Source: an optimization exercise on an open RTL-to-GDS flow (aim: small area, a short achievable clock period and few clock cycles). Production flows keep margins and buffers that such runs may drop.
At most, simulation tests tie the RTL to the original design; equivalence was not proved.
Power is estimated from default activity; no workload was simulated.

Setup of old:
==> flow/design.v (excerpt) <==
module nbc_stream_dec (
    input  wire        clk,
    input  wire        rst,
    input  wire        cmd_valid,
    output wire        cmd_ready,
    input  wire [1:0]  cmd_mode,
    input  wire [63:0] cmd_acc,
    input  wire        in_valid,
    output wire        in_ready,
    input  wire [63:0] in_data,
    output reg         out_valid,
    input  wire        out_ready,
    output reg  [63:0] out_data,
    output reg         out_last
);
Size: roughly 400 flip-flops, ~200 I/O pins.
clock: 8.0 ns
lec_check: 0
cap_margin: 20
core_margin: 2
core_utilization: 30
setup_slack_margin: 4.0
slew_margin: 20
run.sh (not shown) runs the stock make flow with config.mk's settings and CLKGATE_MAP_FILE= SYNTH_SCRIPT=/design/flow/synth_recipe.tcl, a recipe that flattens the netlist after the stock synthesis.
Inputs modified between old and new:
Settings: SETUP_SLACK_MARGIN now 4.5, was 4.0.
==> comparison <==
- The final reports for new and old show total met3 wirelength after detailed routing lower in the former.
- Relative to old, the non-clock buffer count measured on new has increased by more than a quarter.
- Of new and old, old shows the higher detail-routed via count per cell, with new below it.
- | final critical-path required period | new vs old | 0.19 ns lower |
- Compared to old, new has number of buffers inserted by post-CTS setup repair 48 higher.
- For power, dividing the value from new by the value from old gives 1.13.
- Route | new vs old | wire longer in new
- Number of cell rows came out exactly the same in new and old.
- Status: global routing usage on met3 parity (new, old)
- Compared with old, new shows non-filler instance count after layout that has gone up by a few percent.
No functional check of the RTL was part of any run of this note.

---

The RTL this note starts from:
==> flow/design.v <==
module nbc_stream_dec (
    input  wire        clk,
    input  wire        rst,
    input  wire        cmd_valid,
    output wire        cmd_ready,
    input  wire [1:0]  cmd_mode,
    input  wire [63:0] cmd_acc,
    input  wire        in_valid,
    output wire        in_ready,
    input  wire [63:0] in_data,
    output reg         out_valid,
    input  wire        out_ready,
    output reg  [63:0] out_data,
    output reg         out_last
);
    localparam S_COUNT = 2'd0;    
    localparam S_SLOT  = 2'd1;    
    localparam S_HDR   = 2'd2;    
    localparam S_END   = 2'd3;    
    reg [1:0]   state;
    reg         have_cmd;
    reg         cmd_rdy;
    reg         m_acc;       
    reg         m_delta;     
    reg [31:0]  remain;      
    reg         rem_zero;    
    reg         rem_is1;     
    reg         rem_le1;     
    reg [4:0]   blk_n;
    reg [7:0]   blk_m;       
    reg         odd;         
    reg [2:0]   idx;
    reg [4:0]   sm;          
    reg [4:0]   sc;          
    reg [63:0]  w0, w1, w2;
    reg [1:0]   wk;          
    reg         in_rdy;
    reg [4:0]   p;           
    reg         f_valid;
    reg         f_load;      
    reg         f_last;
    reg         f_acc;       
    reg         f_cy;        
    reg [63:0]  f;
    assign in_ready  = in_rdy;
    assign cmd_ready = cmd_rdy;
    wire go     = !out_valid || out_ready;   
    wire en1    = !f_valid || go;            
    wire cmd_go = cmd_valid && cmd_rdy;
    wire take   = in_valid && in_rdy;
    wire       drop  = p[4];                 
    wire [1:0] wk_e  = wk - {1'b0, drop};    
    wire       have1 = (wk_e != 2'd0);
    wire       have2 = wk_e[1];
    wire [127:0] win = drop ? {w2, w1} : {w1, w0};
    reg  [75:0]  ext1;
    reg  [63:0]  ext;
    always @(*) begin
        case (p[3:2])
            2'd0: ext1 = win[75:0];
            2'd1: ext1 = win[91:16];
            2'd2: ext1 = win[107:32];
            default: ext1 = win[123:48];
        endcase
        case (p[1:0])
            2'd0: ext = ext1[63:0];
            2'd1: ext = ext1[67:4];
            2'd2: ext = ext1[71:8];
            default: ext = ext1[75:12];
        endcase
    end
    wire [63:0] lo       = drop ? w1 : w0;
    wire [31:0] cnt      = lo[31:0];
    wire        cnt_zero = (cnt == 32'd0);
    wire [15:0] hdr     = (state == S_COUNT) ? lo[47:32] : ext[15:0];
    wire [4:0]  hdr_n   = hdr[4:0];
    wire [7:0]  hdr_m   = hdr[15:8];
    reg  [63:0] smask;
    integer j;
    always @(*) begin
        for (j = 0; j < 16; j = j + 1)
            smask[4*j +: 4] = (j < sm) ? 4'hF : 4'h0;
    end
    wire        last    = (idx == 3'd7);
    wire        pad7    = blk_n[0] & (odd ^ !blk_m[0] ^ !blk_m[1]);
    wire [4:0]  tot_s   = {1'b0, p[3:0]} + sc;
    wire        avail_s = (sc == 5'd0) || have2 || (have1 && (tot_s <= 5'd16));
    wire        rest_unstored = (blk_n == 5'd0) || (&blk_m[7:1]);
    wire        fin     = rem_le1 && rest_unstored;
    wire [4:0]  tot_h   = {1'b0, p[3:0]} + 5'd4;
    wire        avail_h = have2 || (have1 && (tot_h <= 5'd16));
    reg [1:0]   state_c;
    reg         have_cmd_c, fv_c;
    reg [4:0]   p_c;
    reg         start_c, slot_go_c;
    always @(*) begin
        state_c    = state;
        have_cmd_c = have_cmd || cmd_go;
        fv_c       = cmd_go;
        p_c        = {1'b0, p[3:0]};
        start_c    = 1'b0;
        slot_go_c  = 1'b0;
        case (state)
            S_COUNT: begin
                if ((have_cmd || cmd_go) && have1) begin
                    start_c    = 1'b1;
                    have_cmd_c = 1'b0;
                    if (!cnt_zero) begin
                        p_c     = 5'd12;
                        state_c = S_SLOT;
                    end else begin
                        p_c     = 5'd16;
                    end
                end
            end
            S_SLOT: begin
                if (avail_s) begin
                    slot_go_c = 1'b1;
                    fv_c      = !rem_zero;
                    if (fin) begin
                        p_c     = (tot_s == 5'd0) ? 5'd0 : 5'd16;
                        state_c = (tot_s > 5'd16) ? S_END : S_COUNT;
                    end else begin
                        p_c = tot_s;
                        if (last)
                            state_c = S_HDR;
                    end
                end
            end
            S_HDR: begin
                if (avail_h) begin
                    p_c     = tot_h;
                    state_c = S_SLOT;
                end
            end
            S_END: begin
                p_c     = 5'd16;
                state_c = S_COUNT;
            end
        endcase
    end
    wire [1:0]  state_n    = en1 ? state_c : state;
    wire        have_cmd_n = en1 ? have_cmd_c : (have_cmd || cmd_go);
    wire        f_valid_n  = en1 ? fv_c : 1'b1;
    wire [4:0]  p_n        = en1 ? p_c : {1'b0, p[3:0]};
    wire        start      = en1 && start_c;
    wire        slot_go    = en1 && slot_go_c;
    wire [1:0] wk_n = wk_e + {1'b0, take};
    always @(posedge clk) begin
        if (drop) begin
            w0 <= w1;
            w1 <= w2;
        end
        if (in_rdy) begin
            if (wk_e == 2'd0) w0 <= in_data;
            if (wk_e == 2'd1) w1 <= in_data;
            if (wk_e == 2'd2) w2 <= in_data;
        end
    end
    always @(posedge clk) begin
        if (en1 && (state == S_SLOT || (state == S_COUNT && cmd_rdy))) begin
            f      <= (state == S_COUNT) ? cmd_acc : (ext & smask);
            f_load <= (state == S_COUNT);
            f_last <= rem_is1;
            f_acc  <= (state != S_COUNT) && m_acc;
            f_cy   <= (state != S_COUNT) && m_delta;
        end
        if (cmd_go) begin
            m_acc   <= (cmd_mode == 2'd1) || (cmd_mode == 2'd2);
            m_delta <= (cmd_mode == 2'd1);
        end
        if (start) begin
            remain  <= cnt;
            rem_is1 <= (cnt == 32'd1);
            rem_le1 <= (cnt[31:1] == 31'd0);
        end
        if (slot_go && !rem_zero) begin
            remain  <= remain - 32'd1;
            rem_is1 <= (remain == 32'd2);
            rem_le1 <= (remain[31:2] == 30'd0) && !(remain[1] && remain[0]);
        end
        if (en1 && (state == S_COUNT || state == S_HDR)) begin
            blk_n   <= hdr_n;
            blk_m   <= hdr_m;
            odd     <= 1'b0;
            idx     <= 3'd0;
            sm      <= hdr_m[0] ? 5'd0 : hdr_n;
            sc      <= hdr_m[0] ? 5'd0 : hdr_n;
        end
        if (slot_go) begin
            idx   <= idx + 3'd1;
            blk_m <= {1'b1, blk_m[7:1]};
            odd   <= odd ^ !blk_m[0];
            sm    <= blk_m[1] ? 5'd0 : blk_n;
            if (idx == 3'd6)
                sc <= (blk_m[1] ? 5'd0 : blk_n) + {4'd0, pad7};
            else
                sc <= blk_m[1] ? 5'd0 : blk_n;
        end
        if (rst) begin
            state    <= S_COUNT;
            have_cmd <= 1'b0;
            cmd_rdy  <= 1'b1;
            f_valid  <= 1'b0;
            p        <= 5'd0;
            wk       <= 2'd0;
            in_rdy   <= 1'b1;
            rem_zero <= 1'b1;
        end else begin
            state    <= state_n;
            have_cmd <= have_cmd_n;
            cmd_rdy  <= (state_n == S_COUNT) && !have_cmd_n && !f_valid_n;
            f_valid  <= f_valid_n;
            p        <= p_n;
            wk       <= wk_n;
            in_rdy   <= (wk_n != 2'd3) || p_n[4];
            if (start)
                rem_zero <= cnt_zero;
            else if (slot_go && !rem_zero)
                rem_zero <= rem_is1;
        end
    end
    wire [63:0] a  = out_data & {64{f_acc}};
    wire [63:0] hp = a ^ f;
    wire [63:0] hg = out_data & f & {64{f_cy}};
    wire [63:0] ht = out_data | f;
    reg  [63:0] pg, pt;
    integer l, i;
    always @(*) begin
        pg = hg;
        pt = ht;
        for (l = 0; l < 6; l = l + 1)
            for (i = 0; i < 64; i = i + 1)
                if ((i >> l) & 1) begin
                    pg[i] = pg[i] | (pt[i] & pg[((i >> l) << l) - 1]);
                    pt[i] = pt[i] & pt[((i >> l) << l) - 1];
                end
    end
    wire [63:0] sink = hp ^ {pg[62:0], 1'b0};
    always @(posedge clk) begin
        if (rst) begin
            out_valid <= 1'b0;
        end else if (go) begin
            out_valid <= f_valid && !f_load;
            if (f_valid) begin
                out_data <= sink;
                out_last <= f_last;
            end
        end
    end
endmodule
clock: 8.0 ns
lec_check: 0
cap_margin: 20
core_margin: 2
core_utilization: 45
place_density: 0.7
setup_slack_margin: 5.0
slew_margin: 20
tns_end_percent: 2
Testbench counts at the start, summed over its fixed seeds: cycles 16,918.
Edit:
Settings changed: CORE_UTILIZATION 45 to 40, PLACE_DENSITY 0.7 to unset, TNS_END_PERCENT 2 to 5.
The new run completed without violations.
Power rises by 1.1%.
Synthesized cell count stays the same.
Final cell count rises by 3.0%.
Combinational power rises by about 3%.
Edit:
Settings changed: CORE_UTILIZATION 40 to 45, TNS_END_PERCENT 5 to 2.
=> Clock power goes down by a few percent; wire length came out lower by a few percent; clock-buffer cell count came out lower by 2; core utilization came out higher by 4.1 points; fmax goes up by a few percent; sequential power is lower slightly; setup slack improves by 140 ps; die area is lower by roughly a tenth; via count goes down slightly.
Edit:
Settings changed: CORE_UTILIZATION 45 to 30, PLACE_DENSITY set to 0.75, SETUP_SLACK_MARGIN 5.0 to 4.5, TNS_END_PERCENT 2 to 10.
Combinational power drops by 5.9%. Design area is lower by 2.5%. Synthesized area does not change. Die area came out higher by 49%. Fmax came out lower by 8.4%. Clock power is about the same. Core utilization goes down by 20 points. Clock skew fell by 22 ps. Global-route usage came out lower by 10 points. Total power went down by 2.8%.
Edit:
Settings changed: CORE_UTILIZATION 30 to 60, PLACE_DENSITY 0.75 to unset, SETUP_SLACK_MARGIN 4.5 to 5.0, TNS_END_PERCENT 10 to 2.
What happened: Final cell count goes down by roughly a tenth; wire length decreases slightly; global-route usage is higher by 17 points; count of clock-buffer cells in the layout stays the same; core utilization went up by 39 points; setup slack is better by 180 ps; hold slack is about the same.
Edit:
Settings changed: CORE_UTILIZATION 60 to 45, SETUP_SLACK_MARGIN 5.0 to 4.8, TNS_END_PERCENT 2 to 5.
After rerunning: The changed run completed with no timing, DRC or antenna violations; total power shrinks by a few percent; final cell count grows by a few percent; worst setup slack degrades by 11 ps; final area shrinks slightly; non-clock buffer count shrinks by 43; wire length grows slightly; clock skew grows by 12 ps; via count shrinks by a few percent; hold slack improves by 3.5 ps; sequential share of layout area grows by 0.65 points; count of clock-buffer cells in the layout shrinks by 1.

[separate check: timing with driven ports]
Ports are ideal in the flow. The routed layouts listed here were re-timed in OpenROAD.
Step 1, drivers: a clkbuf_16 drives clk and a buf_2 each remaining input, both assumed.
Step 2 also shifts input and output timing later by t, the mid clock arrival at the registers, as if the neighbouring blocks saw the same clock.
Slacks: ideal ports / drivers / drivers and shift; pairs: ideal ports / drivers.
| run | t, ns | setup slack, ns | worst setup path at the end |
|---|---|---|---|
| old | 0.641 | 4.067 / 4.067 / 3.621 | input to register |
| new | 0.639 | 4.256 / 4.256 / 3.709 | input to register |
| the first run of note 2 | 0.631 | 4.637 / 4.637 / 4.177 | input to register |
| the second run of note 2 | 0.642 | 4.625 / 4.565 / 4.225 | input to register |
| the third run of note 2 | 0.660 | 4.766 / 4.702 / 4.275 | input to register |
| the fourth run of note 2 | 0.629 | 4.469 / 4.469 / 4.149 | input to register |
| the fifth run of note 2 | 0.625 | 4.644 / 4.642 / 4.161 | input to register |
| the sixth run of note 2 | 0.662 | 4.634 / 4.570 / 4.144 | input to register |
After both steps setup and hold are still met in every run listed. The setup slack of new, which loses most, moves by 0.000 ns with the drivers and by -0.547 ns with both steps.
